From an optimization exercise on the open Yosys and OpenROAD flow, aimed at small area and a short achievable clock period; shortcuts taken in it are not production practice. No functional check of the RTL was part of any run shown here. The clock input has no modelled driver; a real chip could not lean on it and would need a root buffer or a full tree. Power figures rest on the tool's default switching activity, not on a simulated workload.

[flow/run.sh]
#!/bin/bash
set -euo pipefail
here=$(pwd)
bash standard.sh "BUFFER_PORTS_ARGS=-buffer_cell sky130_fd_sc_hd__buf_4" \
    "POST_CTS_TCL=$here/flow/drop_clock_root.tcl" finish > orfs_make.log 2>&1
[flow/drop_clock_root.tcl]
proc drop_clock_root {} {
  set block [ord::get_db_block]
  set root [$block findInst clkbuf_0_clk]
  if {$root == "NULL"} { puts "drop_clock_root: no root buffer"; return }
  set in_net [[$root findITerm A] getNet]
  set out_net [[$root findITerm X] getNet]
  set loads {}
  foreach it [$out_net getITerms] { if {[$it isInputSignal]} { lappend loads $it } }
  set others 0
  foreach it [$in_net getITerms] { if {[$it getInst] != $root} { incr others } }
  if {[llength $loads] + $others > 4 || [llength [$out_net getBTerms]] > 0} { puts "drop_clock_root: [llength $loads] loads, kept"; return }
  [$root findITerm A] disconnect
  [$root findITerm X] disconnect
  foreach it $loads { $it disconnect; $it connect $in_net }
  odb::dbInst_destroy $root
  odb::dbNet_destroy $out_net
  puts "drop_clock_root: port now drives [llength $loads] buffers"
}
drop_clock_root
[standard.sh]
#!/bin/bash
# synth_recipe.tcl (not shown) runs the flow's synth.tcl, then flattens the netlist and writes it again
# the make line also repeats each setting of config.mk as NAME=value (left out here)
make -C /OpenROAD-flow-scripts/flow DESIGN_CONFIG=/design/flow/config.mk WORK_HOME=/design/flow/orfs CLKGATE_MAP_FILE= SYNTH_SCRIPT=/design/flow/synth_recipe.tcl "${@:-finish}"
[config.mk]
export PLATFORM = sky130hd
export DESIGN_NAME = link_engine
export DESIGN_NICKNAME = link_engine
export VERILOG_FILES = /design/flow/design.v
export SDC_FILE = /design/flow/constraint.sdc
export NUM_CORES = 4
export LEC_CHECK = 0
export CAP_MARGIN = 20
export CORE_MARGIN = 2
export CORE_UTILIZATION = 70
export CTS_BUF_LIST = sky130_fd_sc_hd__clkbuf_16
export CTS_CLUSTER_DIAMETER = 80
export CTS_CLUSTER_SIZE = 30
export SETUP_SLACK_MARGIN = 3.1
export SLEW_MARGIN = 20
export SYNTH_HIERARCHICAL = 1
export SYNTH_MINIMUM_KEEP_SIZE = 0
[constraint.sdc]
create_clock -name core_clock -period 5.0 [get_ports {clk}]
set_input_delay 1.0000 -clock core_clock [delete_from_list [all_inputs] [get_ports {clk}]]
set_output_delay 1.0000 -clock core_clock [all_outputs]
set_load 0.01 [all_outputs]
[design.v]
module link_engine (
    input  wire        clk,
    input  wire        role,           
    input  wire        op_valid,
    input  wire [11:0] op,
    output wire        op_ready,
    output reg         rsp_ok,
    output reg  [7:0]  rsp_data,
    output reg         line_req_out,
    output reg         line_dc_out
);
    localparam integer N = 50;
    localparam [2:0] S_IDLE = 3'd0,    
                     S_RS   = 3'd1,    
                     S_RC   = 3'd2,    
                     S_RCA  = 3'd3,    
                     S_RDY  = 3'd4,    
                     S_DTX  = 3'd5,    
                     S_DCF  = 3'd6,    
                     S_DCA  = 3'd7;    
    assign op_ready = 1'b1;
    reg [2:0]     ls;
    reg [8*N-1:0] txm;                  
    reg [8*N-1:0] rxm;
    reg [4:0]     tx_wh, rx_wh;         
    reg [9:0]     tx_wl, rx_wl;         
    reg [4:0]     tx_rh, rx_rh;         
    reg [9:0]     tx_rl, rx_rl;         
    reg           tx_ne, tx_full, rx_ne, rx_full;
    reg [2:0]     tx_idx, rx_idx;
    reg [7:0]     tx_byte;              
    reg [6:0]     rx_sh;                
    wire [7:0] tx_head, rx_rsp;
    wire [15:0] tx_part_n, rx_part_n;    
    wire       tx_wr_to_rd, tx_rd_to_wr, rx_wr_to_rd, rx_rd_to_wr;
    le_ptr_cmp tx_cmp (.wh(tx_wh), .wl(tx_wl), .rh(tx_rh), .rl(tx_rl),
                       .wr_next_is_rd(tx_wr_to_rd), .rd_next_is_wr(tx_rd_to_wr));
    le_ptr_cmp rx_cmp (.wh(rx_wh), .wl(rx_wl), .rh(rx_rh), .rl(rx_rl),
                       .wr_next_is_rd(rx_wr_to_rd), .rd_next_is_wr(rx_rd_to_wr));
    wire [4:0] tx_whf = tx_wh | {5{tx_full}};
    wire [4:0] rx_whf = rx_wh | {5{rx_full}};
    genvar s;
    generate
        for (s = 0; s < N; s = s + 1) begin : g_slot
            always @(posedge clk) begin
                if (!(tx_whf[s / 10] | tx_wl[s % 10]))
                    txm[8*s +: 8] <= op[7:0];
                if (!(rx_whf[s / 10] | rx_wl[s % 10]))
                    rxm[8*s +: 8] <= {op[0], rx_sh};
            end
        end
    endgenerate
    le_head_mux tx_mux (.rh(tx_rh), .rl(tx_rl), .m(txm), .part_n(tx_part_n));
    le_head_mux rx_mux (.rh(rx_rh), .rl(rx_rl), .m(rxm), .part_n(rx_part_n));
    wire tx_pending = (tx_idx != 3'd7) || tx_ne;
    wire       grp_cmd_n, grp_edge_n;
    wire [3:0] sub_n;
    le_nand3 u_gcmd  (.a(op_valid), .b(~op[11]), .c(~op[10]), .y(grp_cmd_n));
    le_nand3 u_gedge (.a(op_valid), .b(op[11]),  .c(~op[10]), .y(grp_edge_n));
    wire grp_cmd  = ~grp_cmd_n;
    wire grp_edge = ~grp_edge_n;
    le_nand2 u_sub0  (.a(~op[9]), .b(~op[8]), .y(sub_n[0]));
    le_nand2 u_sub1  (.a(~op[9]), .b(op[8]),  .y(sub_n[1]));
    le_nand2 u_sub2  (.a(op[9]),  .b(~op[8]), .y(sub_n[2]));
    le_nand2 u_sub3  (.a(op[9]),  .b(op[8]),  .y(sub_n[3]));
    wire is_init, is_send, is_recv, is_avail, ev_rqf, ev_rqr, ev_dcf, ev_dcr;
    le_nor2 u_init  (.a(grp_cmd_n),  .b(sub_n[0]), .y(is_init));
    le_nor2 u_send  (.a(grp_cmd_n),  .b(sub_n[1]), .y(is_send));
    le_nor2 u_recv  (.a(grp_cmd_n),  .b(sub_n[2]), .y(is_recv));
    le_nor2 u_avail (.a(grp_cmd_n),  .b(sub_n[3]), .y(is_avail));
    le_nor2 u_rqf   (.a(grp_edge_n), .b(sub_n[0]), .y(ev_rqf));
    le_nor2 u_rqr   (.a(grp_edge_n), .b(sub_n[1]), .y(ev_rqr));
    le_nor2 u_dcf   (.a(grp_edge_n), .b(sub_n[2]), .y(ev_dcf));
    le_nor2 u_dcr   (.a(grp_edge_n), .b(sub_n[3]), .y(ev_dcr));
    wire tx_deq_ok = ls == S_RCA && tx_idx == 3'd7 && tx_ne;
    wire rx_enq_ok = ls == S_RDY && rx_idx == 3'd6 && !rx_full;
    wire t2 = ev_dcr && ls == S_RCA;
    wire t8 = ev_rqf && ls == S_RDY;
    wire tx_enq, tx_deq, rx_enq, rx_deq;
    le_nor3 u_txe (.a(grp_cmd_n),  .b(sub_n[1]), .c(tx_full),    .y(tx_enq));
    le_nor3 u_txd (.a(grp_edge_n), .b(sub_n[3]), .c(!tx_deq_ok), .y(tx_deq));
    le_nor3 u_rxe (.a(grp_edge_n), .b(sub_n[0]), .c(!rx_enq_ok), .y(rx_enq));
    le_nor3 u_rxd (.a(grp_cmd_n),  .b(sub_n[2]), .c(!rx_ne),     .y(rx_deq));
    genvar k;
    generate
        for (k = 0; k < 8; k = k + 1) begin : g_head
            le_nor2 u_tx (.a(tx_part_n[2*k]), .b(tx_part_n[2*k+1]), .y(tx_head[k]));
            le_nor3 u_rx (.a(rx_part_n[2*k]), .b(rx_part_n[2*k+1]), .c(!rx_deq), .y(rx_rsp[k]));
        end
    endgenerate
    wire [2:0] tx_idx_inc = tx_idx + 3'd1;
    wire       tx_bit = (tx_idx == 3'd7) ? (tx_ne && tx_byte[0]) : tx_byte[tx_idx_inc];
    wire cmpl = ls == S_DCA || ls == S_DCF;         
    wire [2:0] ls_cmpl = tx_pending ? S_RS : S_IDLE;
    wire send_go = !tx_ne && ls == S_IDLE;          
    reg [4:0] c_init, c_send, c_rqf, c_rqr, c_dcf, c_dcr;
    wire [4:0] hold = {ls, line_req_out, line_dc_out};
    always @* begin
        c_init = {S_IDLE, 1'b1, 1'b1};
        c_send = send_go ? {S_RS, 1'b0, line_dc_out} : hold;
        case (ls)
            S_IDLE:  c_rqf = {S_RC, 1'b1, 1'b0};                                   
            S_RS:    c_rqf = role ? {S_RC, 1'b1, 1'b0} : hold;                     
            S_RDY:   c_rqf = {S_DCF, line_req_out, 1'b0};                          
            default: c_rqf = hold;
        endcase
        case (ls)
            S_RC:    c_rqr = {S_RDY, line_req_out, 1'b1};                          
            S_DCF:   c_rqr = {ls_cmpl, tx_pending ? 1'b0 : line_req_out, 1'b1};    
            default: c_rqr = hold;
        endcase
        case (ls)
            S_RS:    c_dcf = {S_RCA, 1'b1, line_dc_out};                           
            S_DTX:   c_dcf = {S_DCA, 1'b1, 1'b1};                                  
            default: c_dcf = hold;
        endcase
        case (ls)
            S_RCA:   c_dcr = {S_DTX, 1'b0, tx_bit};                                
            S_DCA:   c_dcr = {ls_cmpl, tx_pending ? 1'b0 : line_req_out, 1'b1};    
            default: c_dcr = hold;
        endcase
    end
    wire [4:0] n_state;
    wire       n_ok;
    genvar j;
    generate
        for (j = 0; j < 5; j = j + 1) begin : g_next
            wire m_cmd, m_edge, m_ev;
            le_mux4 u_c (.s0(op[8]), .s1(op[9]), .d0(c_init[j]), .d1(c_send[j]),
                         .d2(hold[j]), .d3(hold[j]), .y(m_cmd));
            le_mux4 u_e (.s0(op[8]), .s1(op[9]), .d0(c_rqf[j]), .d1(c_rqr[j]),
                         .d2(c_dcf[j]), .d3(c_dcr[j]), .y(m_edge));
            le_mux2 u_g (.s(grp_edge), .d0(hold[j]), .d1(m_edge), .y(m_ev));
            le_mux2 u_n (.s(grp_cmd), .d0(m_ev), .d1(m_cmd), .y(n_state[j]));
        end
    endgenerate
    wire [2:0] n_ls  = n_state[4:2];
    wire       n_req = n_state[1];
    wire       n_dc  = n_state[0];
    wire m_ok;
    le_mux4 u_ok (.s0(op[8]), .s1(op[9]), .d0(1'b1), .d1(!tx_full),
                  .d2(rx_ne), .d3(rx_ne), .y(m_ok));
    le_and2 u_okg (.a(grp_cmd), .b(m_ok), .y(n_ok));
    always @(posedge clk) begin
        rsp_ok       <= n_ok;
        rsp_data     <= rx_rsp;
        ls           <= n_ls;
        line_req_out <= n_req;
        line_dc_out  <= n_dc;
        if (is_init) begin
            tx_ne   <= 1'b0;
            tx_full <= 1'b0;
            tx_idx  <= 3'd7;
        end else if (tx_enq) begin
            tx_ne   <= 1'b1;
            tx_full <= tx_wr_to_rd;
        end else if (t2) begin
            if (tx_idx != 3'd7)
                tx_idx <= tx_idx_inc;
            else if (tx_ne) begin
                tx_idx  <= 3'd0;
                tx_full <= 1'b0;
                tx_ne   <= !tx_rd_to_wr;
            end
        end
        if (tx_idx == 3'd7)
            tx_byte <= tx_ne ? tx_head : op[7:0];
        if (is_init) begin
            rx_ne   <= 1'b0;
            rx_full <= 1'b0;
            rx_idx  <= 3'd7;
        end else if (t8) begin
            rx_idx <= rx_idx + 3'd1;
            if (rx_enq) begin
                rx_ne   <= 1'b1;
                rx_full <= rx_wr_to_rd;
            end
        end else if (rx_deq) begin
            rx_full <= 1'b0;
            rx_ne   <= !rx_rd_to_wr;
        end
        if (t8)
            rx_sh <= {op[0], rx_sh[6:1]};
        if (is_init) begin
            tx_wl <= 10'h3FE;  tx_wh <= 5'h1E;
            tx_rl <= 10'h001;  tx_rh <= 5'h01;
            rx_wl <= 10'h3FE;  rx_wh <= 5'h1E;
            rx_rl <= 10'h001;  rx_rh <= 5'h01;
        end else begin
            if (tx_enq) begin
                tx_wl <= {tx_wl[8:0], tx_wl[9]};
                if (!tx_wl[9]) tx_wh <= {tx_wh[3:0], tx_wh[4]};
            end
            if (tx_deq) begin
                tx_rl <= {tx_rl[8:0], tx_rl[9]};
                if (tx_rl[9]) tx_rh <= {tx_rh[3:0], tx_rh[4]};
            end
            if (rx_enq) begin
                rx_wl <= {rx_wl[8:0], rx_wl[9]};
                if (!rx_wl[9]) rx_wh <= {rx_wh[3:0], rx_wh[4]};
            end
            if (rx_deq) begin
                rx_rl <= {rx_rl[8:0], rx_rl[9]};
                if (rx_rl[9]) rx_rh <= {rx_rh[3:0], rx_rh[4]};
            end
        end
    end
endmodule
module le_head_mux (
    input  wire [4:0]   rh,
    input  wire [9:0]   rl,
    input  wire [399:0] m,
    output wire [15:0]  part_n
);
    wire [49:0]  nsel;               
    wire [199:0] y;                  
    genvar g, b;
    generate
        for (g = 0; g < 50; g = g + 1) begin : g_sel
            assign nsel[g] = ~(rh[g / 10] & rl[g % 10]);
        end
        for (g = 0; g < 25; g = g + 1) begin : g_pair
            for (b = 0; b < 8; b = b + 1) begin : g_bit
                le_oai22 u (.a1(nsel[2*g]),   .a2(m[16*g + b]),
                            .b1(nsel[2*g+1]), .b2(m[16*g + 8 + b]),
                            .y(y[8*g + b]));
            end
        end
        for (b = 0; b < 8; b = b + 1) begin : g_and
            wire [24:0] col;
            for (g = 0; g < 25; g = g + 1) begin : g_c
                assign col[g] = y[8*g + b];
            end
            assign part_n[2*b]   = |col[11:0];
            assign part_n[2*b+1] = |col[24:12];
        end
    endgenerate
endmodule
module le_ptr_cmp (
    input  wire [4:0] wh,
    input  wire [9:0] wl,
    input  wire [4:0] rh,
    input  wire [9:0] rl,
    output wire       wr_next_is_rd,
    output wire       rd_next_is_wr
);
    wire [9:0] wl_n = {wl[8:0], wl[9]};
    wire [9:0] rl_n = {rl[8:0], rl[9]};
    wire [4:0] wh_n = wl[9] ? wh : {wh[3:0], wh[4]};
    wire [4:0] rh_n = rl[9] ? {rh[3:0], rh[4]} : rh;
    assign wr_next_is_rd = |(~wl_n & rl) & |(~wh_n & rh);
    assign rd_next_is_wr = |(rl_n & ~wl) & |(rh_n & ~wh);
endmodule
module le_oai22 (
    input  wire a1, a2, b1, b2,
    output wire y
);
    assign y = ~((a1 | a2) & (b1 | b2));
endmodule
module le_nand2 (input wire a, b, output wire y);
    assign y = ~(a & b);
endmodule
module le_nand3 (input wire a, b, c, output wire y);
    assign y = ~(a & b & c);
endmodule
module le_nor2 (input wire a, b, output wire y);
    assign y = ~(a | b);
endmodule
module le_nor3 (input wire a, b, c, output wire y);
    assign y = ~(a | b | c);
endmodule
module le_mux2 (input wire s, d0, d1, output wire y);
    assign y = s ? d1 : d0;
endmodule
module le_mux4 (input wire s0, s1, d0, d1, d2, d3, output wire y);
    assign y = s1 ? (s0 ? d3 : d2) : (s0 ? d1 : d0);
endmodule
module le_and2 (input wire a, b, output wire y);
    assign y = a & b;
endmodule
==> flow_metrics.tcl, run 1 <==
set metrics [dict create \
    worstHoldStart "tx_idx[1]$_SDFFE_PP1P_" \
    clkPwrFrac_pct 21.8 \
    seq_area_frac_synth_pct 78.54 \
    r2r-start "tx_idx[0]$_SDFFE_PP1P_" \
    synth_edf_count 815 \
    die_h_um 222.1 \
    p_int_mw 11.66 \
    path_delay_family "multiplexers" \
    combinationalPowerShare_pct 13.9 \
    place_area_um2 34310 \
    maxCapViolCount 0 \
    rsz0062_at_grt "true" \
    drtIter0Drc 2611 \
    dr.pass1.iters 8 \
    port_buffers 25 \
    finalMaxSlewViolations 0 \
    place_hpwl_um 49060 \
    crit_start "tx_idx[0]$_SDFFE_PP1P_" \
    p_switching_mw 4.091 \
    area_growth_pct 13.84 \
    cpPeakStageDelay_ns 0.49 \
    synth.avg_cell_area_um2 15.84 \
    startpoint_type "flop" \
    synthArstFlopShare_pct 0 \
    grt_overflow 0 \
    routed_wl_um 82000 \
    nNetsFinal 2242 \
    cp_num_buf_inv 1 \
    setup_tns_ns 0 \
    via_per_inst 7.065 \
    detail-route-antenna-nets 0 \
    start_util_pct 71.23 \
    grt_max_degree 71 \
    synth-seq-cells 899 \
    core-area_um2 46750 \
    clock_latency_ns 0.40 \
    yosys-top-cells-area "edfxtp_1 73%, o22ai_1 7.8%, dfxtp_1 5.0%" \
    io_pins 27 \
    netlist.area_leader.share_pct 73.49 \
    routed-via-count 20120 \
    die_area_um2 49340 \
    syn_inst 2103 \
    criticalPathCategory "reg2reg" \
    row_count 79 \
    worstMarginPinSlew_ns 0.9141 \
    min_period_ns 2.488 \
    seqPwrFrac_pct 64.3 \
    finalInstanceArea_um2 37910 \
    outcome "timing/DRC/antenna clean" \
    final_cell_mix "815 x edfxtp_1, 387 x o22ai_1, 81 x nor2_1" \
    slowest_stage "mux4_2" \
    setup_viol 0 \
    final_common_cell "edfxtp_1" \
    worst_ir_drop_vdd_uv 469.5 \
    required_ns 5.30 \
    switching_share_pct 25.97 \
    routedWlPerCell_um 28.79 \
    grt_pass1_vias 19230 \
    finalHoldViolations 0 \
    crit_arrival_ns 2.79 \
    die_w_um 222.1 \
    netlist_area_um2 33300 \
    n_antenna_cell 0 \
    hold_path_class "reg2reg" \
    clock-sinks 899 \
    track_usage_pct 32.00 \
    power-per-cell-area_nw_per_um2 415.5 \
    synth_flop_cell "edfxtp_1" \
    drc 0 \
    synth_cell_types 51 \
    crit_path_end_kind "flop" \
    fmaxAchievable_mhz 401.9 \
    critPathMaxFanout 3 \
    p_leak_nw 12.46 \
    cts.clk_slew.worst_paths_ns 0.11 \
    slew_headroom_pct 38.98 \
    synth.largest_area_cell "edfxtp_1" \
    fin_skew_ns 0.01813 \
    grt_pass1_wl_um 117600 \
    tritoncts "built" \
    yosysWarnings 7 \
    antenna_found_initial 0 \
    place.gp.congestion 0.9304 \
    layout-drive-gt1-share_pct 25.12 \
    cp_cell_sequence "ha_4 > ha_4 > inv_2 > or3_4 > nand4_1 > a21oi_2 > mux4_2 > mux2_4 > mux2_4" \
    period_share_pct 49.76 \
]
## registers in the layout (all words and copies together) (netlist names), 3 cells and up
| register | count |
|---|---|
| tx_wh | 5 |
| rsp_data | 8 |
| rx_idx | 3 |
| ls | 3 |
| tx_rh | 5 |
| tx_wl | 10 |
| tx_rl | 10 |
| rxm | 400 |
| rx_rl | 10 |
| rx_sh | 7 |
| rx_wh | 5 |
| tx_idx | 3 |
| tx_byte | 8 |
| rx_wl | 10 |
| txm | 400 |
| rx_rh | 5 |
## layout make-up
type                            instances  area, um^2
Multi-Input combinational cell       1116        8459
Inverter                               45       202.7
Fill cell                            2346        8843
Timing Repair Buffer                  120        1186
Clock buffer                           36       900.9
Sequential cell                       899       26260
Tap cell                              607       759.5
Clock inverter                         25       138.9
## kinds of logic (layout without fill, tap and decap cells)
group           count (synthesis)  after routing  synth area share (%)
flops                         899            899                 78.54
simple gates                  549            552                 8.067
compound gates                489            489                 9.472
buf+inv                        96            226                 1.195
mux                            58             58                 2.341
fa+ha+maj                       9              9                0.3381
other cells                     2              7               0.02255
xor+xnor                        1              1               0.02630
## layer usage
metal	track usage, %	up-vias	wire length (um)
li1	-	8683	-
met1	42.87	10080	30330
met2	54.78	1154	41940
met3	4.294	201	6730
met4	11.31	0	3005
met5	0	-	0
## modules after synthesis, one instance, submodules excluded
module,cell area [um^2],cells
le_oai22,6.256,1
le_head_mux,623.1,127
le_nand2,3.754,1
le_nor2,3.754,1
le_nand3,5.005,1
le_mux2,15.01,1
le_mux4,22.52,1
link_engine,28400,1306
le_ptr_cmp,281.5,46
le_nor3,10.01,1
le_and2,6.256,1
## worst register-to-register path: cells and delay by family (launching register included)
family          cells  cell delay [ns]
compound gates      1             0.08
fa+ha+maj           2             0.44
buf+inv             1             0.04
flops               1             0.38
mux                 3             1.02
simple gates        2             0.42
## metrics by stage
step / worst slack, ns / util (%) / std cells / hold slack, ns / total power, mW
finish: 2.512 / 81.08 / 2848 / 0.5227 / 15.75
global route: 2.457 / 81.08 / 2848 / 0.5352 / 16.24
detailed placement: 2.110 / 73.39 / 2700 / 0.4751 / 11.89
global placement: 2.152 / 73.39 / 2700 / 0.4507 / 11.78
floorplan: 2.686 / - / 2108 / 0.4384 / 11.17
## final timing paths
| kind | end | slack, ns | depth (start not counted) |
|---|---|---|---|
| max | line_dc_out$_DFF_P_ | 2.51 | 9 |
| max reg2reg | line_dc_out$_DFF_P_ | 2.51 | 9 |
| min reg2reg | tx_idx[1]$_SDFFE_PP1P_ | 0.52 | 1 |
| min | tx_idx[1]$_SDFFE_PP1P_ | 0.52 | 1 |
## power groups by stage
stage               registers (mW)  logic, mW  clock network, mW
global placement              10.2       1.60                  0
global route                  10.2       2.35               3.70
finish                        10.1       2.19               3.44
detailed placement            10.2       1.67                  0
floorplan                     9.89       1.28                  0
## Yosys cell counts (all sizes together), types with 2 or more instances
library cell / count
nor2b: 25
inv: 45
nand2: 145
nand4: 19
dfxtp: 84
nor4: 80
a21oi: 23
a41oi: 4
a221oi: 6
a211oi: 2
and2: 3
nor3: 35
and3: 3
o22ai: 417
nand3: 29
or2b: 4
nand3b: 9
conb: 2
o31a: 2
o2111ai: 2
mux4: 11
nor3b: 2
buf: 26
a211o: 24
clkbuf: 25
mux2i: 28
mux2: 19
a21o: 2
ha: 9
nand2b: 22
or3: 3
or2: 12
edfxtp: 815
nor2: 157
==> inputs of run 2 (changes only) <==
--- a/design.v
+++ b/design.v
@@ -90,5 +90,5 @@
     endgenerate
     wire [2:0] tx_idx_inc = tx_idx + 3'd1;
-    wire       tx_bit = (tx_idx == 3'd7) ? (tx_ne && tx_byte[0]) : tx_byte[tx_idx_inc];
+    wire       tx_bit = tx_byte[0] && (tx_ne || tx_idx != 3'd7);
     wire cmpl = ls == S_DCA || ls == S_DCF;         
     wire [2:0] ls_cmpl = tx_pending ? S_RS : S_IDLE;
@@ -121,16 +121,19 @@
         endcase
     end
+    wire hold_sel = ~(grp_edge | (grp_cmd & ~op[9]));
     wire [4:0] n_state;
-    wire       n_ok;
     genvar j;
     generate
         for (j = 0; j < 5; j = j + 1) begin : g_next
-            wire m_cmd, m_edge, m_ev;
-            le_mux4 u_c (.s0(op[8]), .s1(op[9]), .d0(c_init[j]), .d1(c_send[j]),
-                         .d2(hold[j]), .d3(hold[j]), .y(m_cmd));
-            le_mux4 u_e (.s0(op[8]), .s1(op[9]), .d0(c_rqf[j]), .d1(c_rqr[j]),
-                         .d2(c_dcf[j]), .d3(c_dcr[j]), .y(m_edge));
-            le_mux2 u_g (.s(grp_edge), .d0(hold[j]), .d1(m_edge), .y(m_ev));
-            le_mux2 u_n (.s(grp_cmd), .d0(m_ev), .d1(m_cmd), .y(n_state[j]));
+            wire y1, y2;
+            le_aoi222 u_1 (.a1(is_send), .b1(c_send[j]), .a2(ev_rqf), .b2(c_rqf[j]),
+                           .a3(ev_rqr), .b3(c_rqr[j]), .y(y1));
+            le_aoi222 u_2 (.a1(ev_dcf), .b1(c_dcf[j]), .a2(ev_dcr), .b2(c_dcr[j]),
+                           .a3(hold_sel), .b3(hold[j]), .y(y2));
+            if (j >= 2) begin : g_ls
+                assign n_state[j] = ~(y1 & y2);
+            end else begin : g_line
+                assign n_state[j] = ~(y1 & y2) | is_init;
+            end
         end
     endgenerate
@@ -138,8 +141,5 @@
     wire       n_req = n_state[1];
     wire       n_dc  = n_state[0];
-    wire m_ok;
-    le_mux4 u_ok (.s0(op[8]), .s1(op[9]), .d0(1'b1), .d1(!tx_full),
-                  .d2(rx_ne), .d3(rx_ne), .y(m_ok));
-    le_and2 u_okg (.a(grp_cmd), .b(m_ok), .y(n_ok));
+    wire n_ok = is_init || tx_enq || ((is_recv || is_avail) && rx_ne);
     always @(posedge clk) begin
         rsp_ok       <= n_ok;
@@ -164,5 +164,7 @@
             end
         end
-        if (tx_idx == 3'd7)
+        if (t2)
+            tx_byte <= {1'b0, tx_byte[7:1]};
+        else if (tx_idx == 3'd7)
             tx_byte <= tx_ne ? tx_head : op[7:0];
         if (is_init) begin
@@ -270,11 +272,8 @@
     assign y = ~(a | b | c);
 endmodule
-module le_mux2 (input wire s, d0, d1, output wire y);
-    assign y = s ? d1 : d0;
-endmodule
-module le_mux4 (input wire s0, s1, d0, d1, d2, d3, output wire y);
-    assign y = s1 ? (s0 ? d3 : d2) : (s0 ? d1 : d0);
-endmodule
-module le_and2 (input wire a, b, output wire y);
-    assign y = a & b;
-endmodule
+module le_aoi222 (
+    input  wire a1, b1, a2, b2, a3, b3,
+    output wire y
+);
+    assign y = ~((a1 & b1) | (a2 & b2) | (a3 & b3));
+endmodule
==> run 2 against run 1 <==
Still clean. Register-to-register slack better by 0.42 ns. Design area up 0.23%. Global-route usage up 0.82 points. Via count up 2.4%. Hold slack worse by 0.051 ns. Sequential power about the same. Critical path depth unchanged. Sequential share of layout area down 0.19 points. Utilization up 0.53 points. Die area down 0.67%. Non-clock buffer count up 18. Critical path type unchanged. Critical endpoint is now tx_byte[2]$_DFFE_PP_. Largest cell class unchanged. Largest power group unchanged.
==> flow_metrics.tcl, run 2 <==
set metrics [dict create \
    outcome "timing/DRC/antenna clean" \
    clock_latency_ns 0.41 \
    yosys-top-cells-area "edfxtp_1 74%, o22ai_1 7.9%, dfxtp_1 5.1%" \
    dr.pass1.iters 12 \
    synth_flop_cell "edfxtp_1" \
    slew_headroom_pct 26.68 \
    worstMarginPinSlew_ns 1.100 \
    rsz0062_at_grt "true" \
    place.gp.congestion 0.8777 \
    setup_tns_ns 0 \
    startpoint_type "flop" \
    required_ns 5.25 \
    drtIter0Drc 2958 \
    final_common_cell "edfxtp_1" \
    synth.avg_cell_area_um2 15.68 \
    routed-via-count 20610 \
    port_buffers 25 \
    criticalPathCategory "reg2reg" \
    r2r_slack_ns 2.93 \
    maxCapViolCount 0 \
    synth_edf_count 814 \
    place_hpwl_um 48750 \
    cts.clk_slew.worst_paths_ns 0.11 \
    hold_ws_ns 0.4719 \
    wl_met2_um 40880 \
    p_leak_nw 12.49 \
    p_switching_mw 3.876 \
    die_h_um 221.4 \
    crit_start "tx_rh[2]$_SDFFE_PP0P_" \
    n_antenna_cell 0 \
    synth_cell_types 52 \
    r2r-start "tx_rh[2]$_SDFFE_PP0P_" \
    reg2reg_to "tx_byte[2]$_DFFE_PP_" \
    fmaxAchievable_mhz 482.5 \
    nNetsFinal 2258 \
    routed_wl_um 83070 \
    layout-drive-gt1-share_pct 23.84 \
    io_pins 27 \
    finalInstanceArea_um2 38000 \
    top_regs "rxm x400, txm x400" \
    hold_path_class "reg2reg" \
    synthArstFlopShare_pct 0 \
    grt_overflow 0 \
    grt_pass1_wl_um 120200 \
    track_usage_pct 32.81 \
    clock-sinks 899 \
    detail-route-antenna-nets 0 \
    critPathMaxFanout 7 \
    finalHoldViolations 0 \
    synth_most_common_cell "edfxtp_1" \
    rr_worst_depth 9 \
    tritoncts "built" \
    num-fill-cells 2361 \
    p_int_mw 11.35 \
    die_area_um2 49000 \
    syn_inst 2110 \
    antenna_found_initial 0 \
    routed-wl-met3_um 7385 \
    hold_depth 0 \
    final_cell_mix "814 x edfxtp_1, 386 x o22ai_1, 106 x nor2_1" \
    routedWlPerCell_um 28.97 \
    slowest_stage "nor4_4" \
    fin_skew_ns 0.02074 \
    wl_met1_um 31280 \
    worst_ir_drop_vdd_uv 486.0 \
    place_area_um2 33950 \
    post-route-util_pct 81.62 \
    core-area_um2 46560 \
    netlist_area_um2 33080 \
    min_period_ns 2.073 \
    crit_arrival_ns 2.32 \
    row_count 79 \
    die_w_um 221.4 \
    finalMaxSlewViolations 0 \
    power-per-cell-area_nw_per_um2 400.7 \
    synth.largest_area_cell "edfxtp_1" \
    netlist.area_leader.share_pct 73.90 \
    grt_max_degree 70 \
    clkPwrFrac_pct 23.2 \
    yosysWarnings 7 \
    yosys-top-cells-count "814 x edfxtp_1, 416 x o22ai_1, 170 x nor2_1" \
    drc 0 \
    power_mw 15.23 \
    area_growth_pct 14.88 \
    cp_cell_sequence "buf_12 > nand2_8 > buf_6 > o22ai_4 > nor4_4 > nand4_1 > nor2_1 > mux2i_1 > a21oi_1" \
    setup_viol 0 \
    switching_share_pct 25.45 \
    period_share_pct 41.45 \
    seqPwrFrac_pct 65.9 \
    combinationalPowerShare_pct 10.9 \
    crit_path_end_kind "flop" \
    start_util_pct 71.04 \
    seq_area_frac_synth_pct 79.05 \
    worstHoldStart "rx_sh[1]$_DFFE_PP_" \
    via_per_inst 7.187 \
    top_layer "met4" \
    grt_pass1_vias 19100 \
    synth-seq-cells 899 \
    cpPeakStageDelay_ns 0.39 \
    hold_end "rx_sh[0]$_DFFE_PP_" \
]
run 2: cell count changes after synthesis, moves of 6 or more:
| cell | change |
|---|---|
| a222oi_1 | +10 |
| mux4_2 | -11 |
| mux2_2 | -9 |
| mux2_4 | -10 |
| mux2i_1 | +6 |
| nor2_1 | +13 |
run 2: layer usage:
metal	track usage, %	vias to the layer above
met5	0	-
met4	10.78	0
met3	3.386	216
met2	54.14	1361
met1	47.05	10290
li1	-	8741
run 2: kinds of logic (layout without fill, tap and decap cells):
family          Yosys count  after routing  share of synthesized area, %
mux                      34             34                         1.029
xor+xnor                  1              1                       0.02648
fa+ha+maj                 8              8                        0.3026
compound gates          505            505                         9.911
other cells               1              1                       0.01134
simple gates            570            572                         8.489
buf+inv                  92            241                         1.184
flops                   899            899                         79.05
run 2: power by group through the flow:
stage               logic [mW]  registers, mW  clock network [mW]
global route              1.79           10.1                3.78
global placement          1.30           10.1                   0
finish                    1.66           10.0                3.54
detailed placement        1.34           10.1                   0
floorplan                0.982           9.83                   0
run 2: metrics by stage:
step	instances	worst slack [ns]
after floorplan	2110	2.801
after detailed placement	2702	2.149
after global routing	2868	2.888
after global placement	2702	2.274
final	2868	2.927
run 2: layout make-up:
type / instances / area [um^2] / area share, %
clock buffers: 36 / 900.9 / 2.371
clock inverters: 28 / 173.9 / 0.4577
inverters: 39 / 162.7 / 0.4281
multi-input cells: 1121 / 8389 / 22.08
flip-flops and latches: 899 / 26250 / 69.09
well taps: 607 / 759.5 / 1.999
repair buffers: 138 / 1360 / 3.579
run 2: Yosys stat by module (local to each module, per instance), excerpt:
module	flip-flops and latches	area [um^2]	times used
le_nor3	0	10.01	12
le_aoi222	0	10.01	10
le_nor2	0	3.754	16
le_oai22	0	6.256	400
le_head_mux	0	623.1	2
le_ptr_cmp	0	281.5	2
le_nand3	0	5.005	2
run 2: critical path, delay by kind of cell, from the launching register on:
kind | cells | cell delay, ns
multiplexers | 1 | 0.09
AO/OA/AOI/OAI | 2 | 0.24
buffers and inverters | 2 | 0.24
flip-flops | 1 | 0.38
AND/OR/NAND/NOR | 4 | 0.96
run 2: how the worst max path moves through the flow:
stage | end | slack [ns] | depth (start not counted)
after floorplan | tx_idx[0]$_SDFFE_PP1P_ | 2.80 | 6
after global placement | tx_wh[0]$_SDFFE_PP0P_ | 2.27 | 7
after detailed placement | tx_wh[0]$_SDFFE_PP0P_ | 2.15 | 7
after global routing | tx_byte[2]$_DFFE_PP_ | 2.89 | 9
final | tx_byte[2]$_DFFE_PP_ | 2.93 | 9
==> inputs of run 3 (changes only) <==
--- a/config.mk
+++ b/config.mk
@@ -12,5 +12,5 @@
 export CTS_CLUSTER_DIAMETER = 80
 export CTS_CLUSTER_SIZE = 30
-export SETUP_SLACK_MARGIN = 3.1
+export SETUP_SLACK_MARGIN = 2.95
 export SLEW_MARGIN = 20
 export SYNTH_HIERARCHICAL = 1
==> run 3 against run 2 <==
First-iteration DRC count rose by 0.10%. Critical path depth is 2 lower. Via count shrank 2.8%. Sequential cell count stayed put. Register-to-register slack worse by 0.03 ns.
==> flow_metrics.tcl, run 3 <==
set metrics [dict create \
    outcome "timing/DRC/antenna clean" \
    finalMaxSlewViolations 0 \
    synth.avg_cell_area_um2 15.68 \
    setup_tns_ns 0 \
    nNetsFinal 2221 \
    grt_pass1_vias 18920 \
    port_buffers 25 \
    fmaxAchievable_mhz 476.3 \
    hold_path_class "reg2reg" \
    r2r_slack_ns 2.90 \
    top_regs "rxm x400, txm x400" \
    crit_start "tx_rh[2]$_SDFFE_PP0P_" \
    path_delay_family "simple AND/OR/NAND/NOR gates" \
    dr.pass1.iters 6 \
    cts.clk_slew.worst_paths_ns 0.10 \
    synth_most_common_cell "edfxtp_1" \
    die_h_um 221.4 \
    critPathMaxFanout 8 \
    layout-drive-gt1-share_pct 16.04 \
    grt_pass1_wl_um 115700 \
    place.gp.congestion 0.8889 \
    die_w_um 221.4 \
    wl_met1_um 30160 \
    required_ns 5.25 \
    wl_met2_um 38540 \
    criticalPathCategory "reg2reg" \
    min_period_ns 2.100 \
    clock_latency_ns 0.40 \
    syn_inst 2110 \
    synth_cell_types 52 \
    track_usage_pct 31.36 \
    synth-seq-cells 899 \
    top_layer "met5" \
    area_growth_pct 10.14 \
    place_hpwl_um 48780 \
    synth_edf_count 814 \
    yosys-top-cells-count "814 x edfxtp_1, 416 x o22ai_1, 170 x nor2_1" \
    netlist.area_leader.share_pct 73.90 \
    routed_wl_um 79050 \
    yosys-top-cells-area "edfxtp_1 74%, o22ai_1 7.9%, dfxtp_1 5.1%" \
    synthArstFlopShare_pct 0 \
    setup_viol 0 \
    clock-sinks 899 \
    worstHoldStart "rx_sh[1]$_DFFE_PP_" \
    maxCapViolCount 0 \
    antenna_found_initial 2 \
    final_common_cell "edfxtp_1" \
    reg2reg_to "tx_byte[5]$_DFFE_PP_" \
    cp.depth 7 \
    crit_path_end_kind "flop" \
    fin_skew_ns 0.01690 \
    slew_headroom_pct 28.27 \
    setup_ws_ns 2.900 \
    synth.largest_area_cell "edfxtp_1" \
    cp-endpoint "tx_byte[5]$_DFFE_PP_" \
    finalHoldViolations 0 \
    synth_flop_cell "edfxtp_1" \
    core-area_um2 46560 \
    drtIter0Drc 2961 \
    slowest_stage "nor4_2" \
    yosysWarnings 7 \
    synth_xor_area_share_pct 0.02648 \
    startpoint_type "flop" \
    cp_num_buf_inv 0 \
    grt_overflow 0 \
    pre_cts_ws_ns 1.823 \
    final_cell_mix "814 x edfxtp_1, 411 x o22ai_1, 165 x nor2_1" \
    tritoncts "built" \
    routed-wl-met3_um 6994 \
    detail-route-antenna-nets 0 \
    num-fill-cells 2551 \
    synth_compound_area_share_pct 9.911 \
    routedWlPerCell_um 27.96 \
    start_util_pct 71.04 \
    power-per-cell-area_nw_per_um2 408.0 \
    crit_arrival_ns 2.35 \
    grt_max_degree 67 \
    row_count 79 \
    r2r-start "tx_rh[2]$_SDFFE_PP0P_" \
    cpPeakStageDelay_ns 0.46 \
    synth.mux.area_fraction_pct 1.029 \
    routed-via-count 20040 \
    period_share_pct 41.99 \
    die_area_um2 49000 \
    via_per_inst 7.089 \
    worstMarginPinSlew_ns 1.076 \
    netlist_area_um2 33080 \
    cp_cell_sequence "nand2_2 > o22ai_1 > nor4_2 > nand4_1 > nor2_1 > mux2i_1 > a21oi_1" \
    worst_ir_drop_vdd_uv 417.5 \
    p_leak_nw 11.86 \
    synth_top_family_by_area "compound AO/OA/AOI/OAI gates" \
    rsz0062_at_grt "true" \
    drc 0 \
    seq_area_frac_synth_pct 79.05 \
    io_pins 27 \
    yosys.area_share.simple_pct 8.489 \
    n_antenna_cell 0 \
    rr_worst_depth 7 \
    synthAdderAreaFrac_pct 0.3026 \
]
-- run 3: cell counts after synthesis --
No cell type changed its count.
-- run 3: logic make-up after synthesis --
kind of cell               Yosys count
buffers and inverters               92
AOI/OAI and AO/OA                  505
DFF                                899
other                                1
adders and majority gates            8
xor gates and xnor gates             1
muxes                               34
and+or+nand+nor                    570
-- run 3: layout make-up --
type                       instances  area [um^2]  area share, %
clock buffer                      36        900.9          2.473
clock inverter                    24        131.4         0.3606
inverter                          39        158.9         0.4362
multi-input combinational       1121         7382          20.26
sequential                       899        26230          72.00
tap                              607        759.5          2.085
timing repair buffer             101        868.3          2.384
-- run 3: worst min-delay path by stage --
stage,to,cells after the start
after floorplan,rsp_ok$_DFF_P_,2
after global placement,rx_sh[4]$_DFFE_PP_,0
after detailed placement,rx_sh[5]$_DFFE_PP_,0
after global routing,rx_sh[5]$_DFFE_PP_,0
final,rx_sh[0]$_DFFE_PP_,0
-- run 3: metrics by stage --
step,hold slack [ns],power (mW),utilization (%),std cells,instance area [um^2]
2_1_floorplan,0.4398,10.81,-,2110,33160
3_3_place_gp,0.4282,11.38,72.88,2701,33930
3_5_place_dp,0.4401,11.46,72.88,2701,33930
5_1_grt,0.4801,15.30,78.25,2827,36430
6_report,0.4605,14.86,78.25,2827,36430
-- run 3: routing by layer --
metal	global-route usage [%]	up-vias
met5	0	-
met4	11.89	4
met3	4.023	205
met2	51.69	1208
met1	43.73	9969
li1	-	8656
-- run 3: power by group --
part,switching [mW],internal (mW),total [mW]
sequential,0.589,9.41,10.0
clock,2.10,1.36,3.46
combinational,1.02,0.396,1.41
total,3.70,11.2,14.9
-- run 3: modules after synthesis (local to each module, per instance), a selection --
module	cells inside	cell area, um^2	flip-flops and latches	times used
le_nor3	1	10.01	0	12
le_nor2	1	3.754	0	16
link_engine	1320	28460	899	1
le_aoi222	1	10.01	0	10
le_nand3	1	5.005	0	2
le_ptr_cmp	46	281.5	0	2
le_head_mux	127	623.1	0	2
==> inputs of run 4 (changes only) <==
--- a/design.v
+++ b/design.v
@@ -90,4 +90,12 @@
     endgenerate
     wire [2:0] tx_idx_inc = tx_idx + 3'd1;
+    wire       tx_take_head = tx_ne & ~t2;
+    wire [7:0] tx_byte_alt  = t2 ? {1'b0, tx_byte[7:1]} : op[7:0];
+    wire [7:0] tx_byte_d;
+    generate
+        for (k = 0; k < 8; k = k + 1) begin : g_txb
+            le_mux2 u (.s(tx_take_head), .d0(tx_byte_alt[k]), .d1(tx_head[k]), .y(tx_byte_d[k]));
+        end
+    endgenerate
     wire       tx_bit = tx_byte[0] && (tx_ne || tx_idx != 3'd7);
     wire cmpl = ls == S_DCA || ls == S_DCF;         
@@ -164,8 +172,6 @@
             end
         end
-        if (t2)
-            tx_byte <= {1'b0, tx_byte[7:1]};
-        else if (tx_idx == 3'd7)
-            tx_byte <= tx_ne ? tx_head : op[7:0];
+        if (t2 || tx_idx == 3'd7)
+            tx_byte <= tx_byte_d;
         if (is_init) begin
             rx_ne   <= 1'b0;
@@ -278,2 +284,5 @@
     assign y = ~((a1 & b1) | (a2 & b2) | (a3 & b3));
 endmodule
+module le_mux2 (input wire s, d0, d1, output wire y);
+    assign y = s ? d1 : d0;
+endmodule
==> flow/run.sh (replaced) <==
#!/bin/bash
# Standard ORFS layout with these changes:
#  - port buffers are buf_2 cells instead of the buffer_ports default;
#  - clock tree synthesis runs without dummy loads (clustering as config.mk);
set -euo pipefail
here=$(pwd)
bash standard.sh "BUFFER_PORTS_ARGS=-buffer_cell sky130_fd_sc_hd__buf_2" \
    "CTS_ARGS=-sink_clustering_enable -repair_clock_nets -sink_clustering_size 30 -sink_clustering_max_diameter 80 -buf_list sky130_fd_sc_hd__clkbuf_16 -dont_use_dummy_load" \
    "POST_CTS_TCL=$here/flow/drop_clock_root.tcl" finish > orfs_make.log 2>&1
==> run 4 against run 3 <==
Combinational power about the same. Global-route usage is 0.19 points lower. Critical path type is now in2reg. Sequential cell count unchanged. Critical endpoint is now tx_byte[2]$_DFFE_PP_. Still clean on timing, DRC and antenna. Via count down 2.5%. Count of clock-buffer cells in the layout did not move. Hold slack gained 0.034 ns. Clock skew up 0.025 ns. Final cell count shrank 2.3%.
==> flow_metrics.tcl, run 4 <==
set metrics [dict create \
    outcome "timing/DRC/antenna clean" \
    place.gp.congestion 0.8713 \
    crit_arrival_ns 2.32 \
    yosys-top-cells-area "edfxtp_1 74%, o22ai_1 7.9%, dfxtp_1 5.1%" \
    startpoint_type "primary input" \
    crit_path_end_kind "flop" \
    routed_wl_um 76750 \
    seq_area_frac_synth_pct 79.01 \
    top_regs "rxm x400, txm x400" \
    synth_cell_types 51 \
    io_pins 27 \
    synth.largest_area_cell "edfxtp_1" \
    syn_inst 2099 \
    grt_overflow 0 \
    synth-seq-cells 899 \
    track_usage_pct 31.18 \
    synth_edf_count 815 \
    rr_worst_depth 6 \
    finalMaxSlewViolations 0 \
    core-area_um2 46650 \
    reg2reg_to "tx_byte[7]$_DFFE_PP_" \
    drc 0 \
    finalHoldViolations 0 \
    clock-sinks 899 \
    grt_pass1_wl_um 114200 \
    drtIter0Drc 2672 \
    hold_end "tx_idx[1]$_SDFFE_PP1P_" \
    criticalPathCategory "in2reg" \
    synth.avg_cell_area_um2 15.77 \
    final_cell_mix "815 x edfxtp_1, 414 x o22ai_1, 159 x nor2_1" \
    n_antenna_cell 0 \
    slew_headroom_pct 28.46 \
    die_h_um 221.5 \
    cp_cell_sequence "buf_8 > inv_12 > nand3_4 > nor2_4 > nand2_4 > mux2_4 > mux2_4" \
    grt_pass1_vias 18520 \
    routedWlPerCell_um 27.80 \
    netlist_area_um2 33100 \
    fmaxAchievable_mhz 459.3 \
    setup_ws_ns 2.823 \
    die_w_um 221.5 \
    hold_path_class "reg2reg" \
    power-per-cell-area_nw_per_um2 412.5 \
    min_period_ns 2.177 \
    use_met3_pct 4.634 \
    grt_max_degree 63 \
    worstHoldStart "tx_idx[1]$_SDFFE_PP1P_" \
    setup_tns_ns 0 \
    yosysWarnings 7 \
    synthArstFlopShare_pct 0 \
    hold_depth 1 \
    clock_latency_ns 0.40 \
    cp_num_buf_inv 2 \
    nNetsFinal 2179 \
    place_area_um2 33970 \
    rsz0062_at_grt "true" \
    maxCapViolCount 0 \
    met1_usage_pct 43.63 \
    r2r-start "tx_rl[8]$_SDFFE_PP0P_" \
    pre_cts_ws_ns 1.735 \
    path_delay_family "multiplexers" \
    setup_viol 0 \
    antenna_found_initial 2 \
    place_hpwl_um 48850 \
    area_growth_pct 7.442 \
    final_common_cell "edfxtp_1" \
    busiest_layer "met2" \
    synth_flop_cell "edfxtp_1" \
    via_per_inst 7.074 \
    cpMostUsedCell "mux2_4" \
    layout.cells.non_filler 2761 \
    yosys-top-cells-count "815 x edfxtp_1, 416 x o22ai_1, 162 x nor2_1" \
    grtUsageMet2_pct 52.16 \
    routed-via-count 19530 \
    finalInstanceArea_um2 35570 \
    start_util_pct 70.95 \
    port_buffers 25 \
    required_ns 5.14 \
    period_share_pct 43.55 \
    netlist.area_leader.share_pct 73.93 \
    die_area_um2 49040 \
    cpPeakStageDelay_ns 0.32 \
    fin_skew_ns 0.04157 \
    worstMarginPinSlew_ns 1.073 \
    synth_most_common_cell "edfxtp_1" \
    detail-route-antenna-nets 0 \
    r2r_slack_ns 2.85 \
    row_count 79 \
    p_leak_nw 11.33 \
    dr.pass1.iters 19 \
    placed_cells 2697 \
    slowest_stage "mux2_4" \
    critPathMaxFanout 6 \
    hold_ws_ns 0.4942 \
    layout-drive-gt1-share_pct 11.56 \
    worst_ir_drop_vdd_uv 464.3 \
    cts.clk_slew.worst_paths_ns 0.08 \
]
## run 4: changes by cell type after synthesis, moves of 2 or more
cell / previous run / this run
and2_1: 3 / 5
a21oi_1: 27 / 20
mux2_1: 0 / 7
buf_4: 4 / 2
mux2i_1: 34 / 26
nor2_1: 170 / 162
mux2_4: 0 / 8
## run 4: area by class of cell
cell class	instances	area, um^2
Clock buffer	36	900.9
Fill cell	2740	11090
Inverter	39	158.9
Multi-Input combinational cell	1117	7064
Sequential cell	899	26210
Tap cell	607	759.5
Timing Repair Buffer	63	474.2
## run 4: worst max path at each step
stage / startpoint / end / slack [ns] / cells past startpoint
after global routing: op[10] / tx_byte[2]$_DFFE_PP_ / 2.80 / 7
after global placement: op[10] / rx_rl[0]$_SDFFE_PP1P_ / 1.84 / 7
final: op[10] / tx_byte[2]$_DFFE_PP_ / 2.82 / 7
after floorplan: op[10] / tx_byte[0]$_DFFE_PP_ / 2.63 / 7
after detailed placement: op[10] / rx_rl[0]$_SDFFE_PP1P_ / 1.73 / 7
## run 4: power breakdown
| part | internal [mW] | total, mW | switching (mW) | leakage [nW] |
|---|---|---|---|---|
| logic | 0.402 | 1.41 | 1.01 | 2.59 |
| registers | 9.41 | 9.98 | 0.568 | 8.29 |
| clock network | 1.31 | 3.28 | 1.98 | 0.444 |
| total | 11.1 | 14.7 | 3.56 | 11.3 |
## run 4: per-layer routing
metal,wire [um],vias to the layer above
li1,-,8538
met1,29570,9745
met2,38010,1072
met3,6763,175
met4,2388,2
met5,9,-
## run 4: worst reg2reg max path: cells and delay by family, from the launching register on
kind,cells,cell delay (ns)
AO/OA/AOI/OAI,1,0.36
flip-flops,1,0.58
multiplexers,1,0.25
AND/OR/NAND/NOR,4,0.72
## run 4: kinds of logic after synthesis
logic type                 Yosys count  share of synthesized area (%)
and+or+nand+nor                    564                          8.399
other                                1                        0.01133
AOI/OAI and AO/OA                  497                          9.771
xor gates and xnor gates             1                        0.02646
adders and majority gates            8                         0.3024
muxes                               41                          1.387
DFF                                899                          79.01
buffers and inverters               88                          1.092
## run 4: Yosys stat by module, one instance, submodules excluded
module       area [um^2]  flip-flops and latches  cells  times used
le_mux2            15.01                       0      1           8
le_nor2            3.754                       0      1          16
link_engine        28370                     899   1301           1
le_aoi222          10.01                       0      1          10
le_head_mux        623.1                       0    127           2
le_ptr_cmp         281.5                       0     46           2
le_nand3           5.005                       0      1           2
le_nand2           3.754                       0      1           4
le_nor3            10.01                       0      1          12
le_oai22           6.256                       0      1         400
## run 4: metrics by stage
stage          util, %  total power, mW
2_1_floorplan        -            10.81
3_3_place_gp     72.81            11.36
3_5_place_dp     72.81            11.46
5_1_grt          76.23            15.12
6_report         76.23            14.67
==> inputs of run 5 (changes only) <==
==> flow/run.sh (replaced) <==
#!/bin/bash
set -euo pipefail
bash standard.sh "BUFFER_PORTS_ARGS=-buffer_cell sky130_fd_sc_hd__buf_2" \
    "CTS_ARGS=-sink_clustering_enable -repair_clock_nets -sink_clustering_size 30 -sink_clustering_max_diameter 80 -buf_list sky130_fd_sc_hd__clkbuf_16 -dont_use_dummy_load" \
    finish > orfs_make.log 2>&1
removed: flow/drop_clock_root.tcl
==> run 5 against run 4 <==
Largest power group unchanged. Die area unchanged. Power is 0.51% higher. Critical path depth decreased by 6. Routed wire length is 0.43% lower. Maximum frequency grew 4.4%. Final cell count fell by 0.54%. Still clean on timing, DRC and antenna. Sequential power about the same. Clock skew increased by 0.0037 ns. Count of clock-buffer cells in the layout rose by 1. Register-to-register slack improved by 0.09 ns. Via count decreased by 1.1%. Highest routed layer unchanged. Sequential cell count is the same.
==> flow_metrics.tcl, run 5 <==
set metrics [dict create \
    die_h_um 221.5 \
    final_cell_mix "815 x edfxtp_1, 413 x o22ai_1, 159 x nor2_1" \
    path_delay_family "flip-flops" \
    routed-via-count 19310 \
    finalMaxSlewViolations 0 \
    die_w_um 221.5 \
    cpPeakStageDelay_ns 0.37 \
    finalHoldViolations 0 \
    via_per_inst 7.031 \
    synth_most_common_cell "edfxtp_1" \
    grt_max_degree 63 \
    ctsHoldBuffers 0 \
    worstMarginPinSlew_ns 1.075 \
    n_antenna_cell 0 \
    fin_skew_ns 0.04528 \
    critPathMaxFanout 2 \
    cp_num_buf_inv 1 \
    layout-drive-gt1-share_pct 11.59 \
    place_area_um2 33970 \
    required_ns 4.00 \
    yosys-top-cells-area "edfxtp_1 74%, o22ai_1 7.9%, dfxtp_1 5.1%" \
    place.gp.congestion 0.8713 \
    htreeDepth 2 \
    rsz0062_at_grt "true" \
    fmaxAchievable_mhz 479.7 \
    outcome "timing/DRC/antenna clean" \
    routed_wl_um 76410 \
    r2r_slack_ns 2.94 \
    cts_made_buffers 37 \
    slew_headroom_pct 28.32 \
    synth-seq-cells 899 \
    root_buffer "clkbuf_16" \
    maxCapViolCount 0 \
    grt_pass1_wl_um 114300 \
    hold_path_class "reg2reg" \
    yosysWarnings 7 \
    grt_overflow 0 \
    clock_path_buffers 3 \
    final_common_cell "edfxtp_1" \
    setup_tns_ns 0 \
    area_growth_pct 7.295 \
    top_regs "rxm x400, txm x400" \
    routedWlPerCell_um 27.83 \
    clock-sinks 899 \
    detail-route-antenna-nets 0 \
    nNetsFinal 2164 \
    period_share_pct 41.70 \
    slowest_stage "dfxtp_4" \
    synth_cell_types 51 \
    synth.avg_cell_area_um2 15.77 \
    p_leak_nw 11.29 \
    core-area_um2 46650 \
    cp_cell_sequence "buf_6" \
    netlist.area_leader.share_pct 73.93 \
    drc 0 \
    power-per-cell-area_nw_per_um2 415.2 \
    seq_area_frac_synth_pct 79.01 \
    synthArstFlopShare_pct 0 \
    finalInstanceArea_um2 35520 \
    port_buffers 25 \
    syn_inst 2099 \
    criticalPathCategory "reg2out" \
    setup_viol 0 \
    synth.largest_area_cell "edfxtp_1" \
    start_util_pct 70.95 \
    place_hpwl_um 48850 \
    synth_edf_count 815 \
    clock_latency_ns 0.60 \
    antenna_found_initial 2 \
    worstHoldStart "tx_idx[1]$_SDFFE_PP1P_" \
    io_pins 27 \
    track_usage_pct 31.32 \
    crit_arrival_ns 1.08 \
    startpoint_type "flop" \
    drtIter0Drc 2827 \
    netlist_area_um2 33100 \
    dr.pass1.iters 19 \
    cts.clk_slew.worst_paths_ns 0.11 \
    yosys-top-cells-count "815 x edfxtp_1, 416 x o22ai_1, 162 x nor2_1" \
    die_area_um2 49040 \
    worst_ir_drop_vdd_uv 465.1 \
    crit_start "line_dc_out$_DFF_P_" \
    min_period_ns 2.085 \
    row_count 79 \
    synth_flop_cell "edfxtp_1" \
    crit_path_end_kind "output port" \
    r2r-start "tx_rl[7]$_SDFFE_PP0P_" \
    tritoncts "built" \
    grt_pass1_vias 18530 \
]
==> run 5: cell counts after synthesis <==
Identical to the previous run, type by type.
==> run 5: metal layers <==
metal  up-vias  global-route usage [%]  routed length (um)
li1       8508                       -                   -
met1      9562                   43.63               29090
met2      1034                   52.07               37630
met3       200                   4.422                6838
met4         4                   10.57                2842
met5         -                       0                  17
==> run 5: metrics by stage <==
stage	util (%)	cells	worst slack, ns	power (mW)	hold WS, ns
2_1_floorplan	-	2099	2.633	10.81	0.4398
3_3_place_gp	72.81	2697	1.840	11.36	0.4483
3_5_place_dp	72.81	2697	1.735	11.46	0.4730
4_1_cts	75.67	2744	2.902	14.72	0.4923
5_1_grt	76.13	2746	2.894	15.20	0.5246
6_report	76.13	2746	2.915	14.75	0.4951
==> run 5: cells by family after synthesis <==
logic type | Yosys count | synth area share (%)
buf+inv | 88 | 1.092
flops | 899 | 79.01
other cells | 1 | 0.01133
xor+xnor | 1 | 0.02646
compound gates | 497 | 9.771
fa+ha+maj | 8 | 0.3024
mux | 41 | 1.387
simple gates | 564 | 8.399
==> run 5: timing repair <==
item                       4_1_cts  5_1_grt
gates resized for setup         87       56
cloned                           3        0
setup endpoints to repair      112       82
pin swaps                        4        2
buffers inserted                 7        2
==> run 5: layout make-up <==
type,instances,area [um^2]
clock buffers,37,925.9
fillers,2745,11140
multi-input cells,1115,7074
inverters,39,158.9
flip-flops and latches,899,26220
repair buffers,49,377.9
well taps,607,759.5
==> run 5: power by group <==
group          total (mW)  internal [mW]  switching, mW
clock network        3.38           1.34           2.04
logic                1.40          0.394           1.00
registers            9.97           9.41          0.563
total                14.7           11.1           3.60
==> run 5: modules after synthesis, one instance, submodules excluded <==
module	cells	cell area, um^2
le_mux2	1	15.01
le_aoi222	1	10.01
link_engine	1301	28370
le_ptr_cmp	46	281.5
le_nand2	1	3.754
le_nor2	1	3.754
le_nand3	1	5.005
le_oai22	1	6.256
le_head_mux	127	623.1
le_nor3	1	10.01
==> run 5: final timing paths <==
path                                                to  cells after the start
worst max-delay path                       line_dc_out                      1
worst min-delay path            tx_idx[1]$_SDFFE_PP1P_                      1
worst max register to register    tx_byte[5]$_DFFE_PP_                      6
worst min register to register  tx_idx[1]$_SDFFE_PP1P_                      1

==> afterwards: timing with drivers on the ports <==
No port has a modelled driver above. Below, the same layouts with a new extraction and two added sets of constraints.
Step 1: set_driving_cell puts a clkbuf_16 on clk and a buf_2 on each other input, an assumption about the parent block.
Step 2 also shifts input and output timing later by t, the mid clock arrival at the registers, as if the neighbouring blocks saw the same clock.
Three values: ideal ports, drivers, drivers and shift; two values: the first two.
| run | t (ns) | slack for setup (ns) | worst setup path at the end |
|---|---|---|---|
| run 1 | 0.516 | 2.512 / 2.512 / 2.426 | input to register |
| run 2 | 0.519 | 2.927 / 2.927 / 2.572 | input to register |
| run 3 | 0.519 | 2.900 / 2.900 / 2.475 | input to register |
| run 4 | 0.505 | 2.823 / 2.851 / 2.394 | input to register |
| run 5 | 0.639 | 2.915 / 2.855 / 2.393 | input to register |
After both steps every run listed still meets setup and hold. The setup slack of run 5, which loses most, moves by -0.060 ns with the drivers and by -0.522 ns with both steps.
